This is an optimization exercise on Yosys and OpenROAD, whose aim is small area, not a production implementation.
In this exercise RTL edits were held to simulation tests only and were not proved equivalent to the original.
Power and IR drop assume default switching activity.

build 57:
## lcd_hd44780
module lcd_hd44780 (
    input  wire       clk,
    input  wire       rst,           
    input  wire       f_wr,
    input  wire       f_e,
    input  wire       f_rs,
    input  wire       f_rw,
    input  wire [7:0] gp_data,
    input  wire       dirty_rd,      
    input  wire       host_sel,      
    input  wire [5:0] host_addr,
    output wire [7:0] host_data,
    output reg        dirty_lcd,
    output reg        dirty_cgram,
    output reg        rd_valid,
    output reg  [7:0] rd_data,
    output reg        fault,
    output wire [2:0] fault_code,
    output wire [7:0] fault_info,
    output reg  [6:0] cursor_addr,
    output reg        disp_on,
    output reg        cursor_on,
    output reg        blink_on,
    output reg        entry_shift,
    output reg        fs_dl8,
    output reg        fs_lines2,
    output reg        fs_font,
    output reg  [1:0] fs_table
);
For scale: roughly 910 flip-flops, about 69 I/O pins.
export LEC_CHECK = 0
export CAP_MARGIN = 20
export CORE_MARGIN = 2
export CORE_UTILIZATION = 65
export SLEW_MARGIN = 20
export SYNTH_HIERARCHICAL = 1
export SYNTH_MINIMUM_KEEP_SIZE = 0
create_clock -name core_clock -period 15.0 [get_ports {clk}]
standard.sh (not shown) runs the stock make flow with config.mk's settings and CLKGATE_MAP_FILE= SYNTH_SCRIPT=/design/flow/synth_recipe.tcl, a recipe that flattens the netlist after the stock synthesis.
==> flow/flow/run.sh <==
#!/bin/bash
# Layout flow: the standard flow (standard.sh) with
#  * an area-oriented ABC mapping script in synthesis, and adders left to
#    ABC instead of the full/half-adder cell map (registers, their names
#    and the rest of the synthesis script are unchanged),
#  * port buffers from the smallest buffer cell,
#  * a clock tree of small clock buffers without dummy loads.
# Each tool's output goes to the ORFS logs under orfs/logs and to standard.log.
set -euo pipefail
here=$(pwd)

# use the area ABC script for the technology mapping step of synthesis
{
  head -n 1 synth_recipe.tcl
  cat <<EOT
proc abc {args} {
  set i [lsearch -exact \$args -script]
  if {\$i >= 0} { lset args [expr {\$i + 1}] $here/flow/abc_area.script }
  yosys abc {*}\$args
}
EOT
  tail -n +2 synth_recipe.tcl
} > synth_recipe_area.tcl
sed "s|SYNTH_SCRIPT=[^ ]*synth_recipe.tcl|SYNTH_SCRIPT=$here/synth_recipe_area.tcl|" standard.sh > standard_area.sh

bash standard_area.sh \
  "ADDER_MAP_FILE=" \
  "BUFFER_PORTS_ARGS=-buffer_cell sky130_fd_sc_hd__buf_1" \
  "CTS_ARGS=-sink_clustering_enable -repair_clock_nets -dont_use_dummy_load -buf_list sky130_fd_sc_hd__clkbuf_8 -sink_clustering_size 16 -sink_clustering_max_diameter 50" \
  finish > standard.log 2>&1
==> flow/flow/abc_area.script <==
&get -n
&st
&dc2
&dch -f
&nf -R 1000
&put
topo
dnsize
Inputs modified between build 57 and build 4:
- CORE_UTILIZATION changed from 65 to 71
==> comparison <==
- Changes observed in build 4 relative to build 57: total clock sinks shows no meaningful change; clock buffer count in the final layout saw a decrease.
- Where maximum frequency is concerned, build 57 is outperformed by build 4.
- As far as synthesized cell count goes, build 4 and build 57 are indistinguishable; the numbers are identical.
- Per the comparison of build 4 with build 57, number of antenna violations at the first check in global routing +1, final worst setup slack higher.
Modified inputs, build 56 compared to build 4
- CORE_UTILIZATION now 65, was 71
==> flow/flow/run.sh <==
#!/bin/bash
# Layout flow: the standard flow (standard.sh) with
#  * an area-oriented ABC mapping script in synthesis (registers, their
#    names and the rest of the synthesis script are unchanged),
#  * port buffers from the smallest buffer cell,
#  * a clock tree of small clock buffers without dummy loads.
# Each tool's output goes to the ORFS logs under orfs/logs and to standard.log.
set -euo pipefail
here=$(pwd)

# use the area ABC script for the technology mapping step of synthesis
{
  head -n 1 synth_recipe.tcl
  cat <<EOT
proc abc {args} {
  set i [lsearch -exact \$args -script]
  if {\$i >= 0} { lset args [expr {\$i + 1}] $here/flow/abc_area.script }
  yosys abc {*}\$args
}
EOT
  tail -n +2 synth_recipe.tcl
} > synth_recipe_area.tcl
sed "s|SYNTH_SCRIPT=[^ ]*synth_recipe.tcl|SYNTH_SCRIPT=$here/synth_recipe_area.tcl|" standard.sh > standard_area.sh

bash standard_area.sh \
  "BUFFER_PORTS_ARGS=-buffer_cell sky130_fd_sc_hd__buf_1" \
  "CTS_ARGS=-sink_clustering_enable -repair_clock_nets -dont_use_dummy_load -buf_list sky130_fd_sc_hd__clkbuf_8 -sink_clustering_size 16 -sink_clustering_max_diameter 50" \
  finish > standard.log 2>&1
==> flow/flow/abc_area.script <==
&get -n
&st
&dch
&nf
&put
topo
dnsize
Findings:
Going from build 4 to build 56, core utilization has decreased; met1 usage in global routing has decreased; final critical-path share of the clock period has remained practically unchanged; number of antenna violations at the first check in global routing has increased; die boundary height has increased.
Min proportion of power drawn by the clock network across build 4 and build 56: build 56
Comparing build 4 and build 56, headroom to the max-slew limit is lower on build 4.
Changes observed in build 56 relative to build 4: first-pass iteration count of the detailed router saw a decrease; number of instances in the placed design saw an increase.

-- what the ideal ports hide --
The flow's constraints put no driver on any port. The routed layouts listed below were extracted and timed again, unchanged, in two steps.
Step 1 sets driving cells, clkbuf_16 on the clock port and buf_2 on the other inputs (assumed; they add their load-dependent delay and slew).
Step 2 times the ports against the registers' clock, not the clock port: input delays grow and output delays shrink by t, the midpoint of the rising clock arrivals with the driver on.
Three values: ideal, step 1, step 2; two values: the first two.
run	t, ns	setup WS [ns]	hold WS [ns]	clock arrival spread, ns	worst data-port slew with drivers (ns)
build 57	0.742	2.439 / 2.416 / 2.416	0.317 / 0.317 / 0.317	0.077 / 0.077	0.04
build 4	0.740	2.655 / 2.632 / 2.632	0.328 / 0.328 / 0.328	0.083 / 0.083	0.04
build 56	0.724	2.670 / 2.628 / 2.628	0.317 / 0.317 / 0.317	0.105 / 0.104	0.06
After both steps setup and hold are still met in every run listed. For build 56, which loses most, drivers alone change the setup slack by -0.042 ns; drivers and shift together by -0.042 ns.
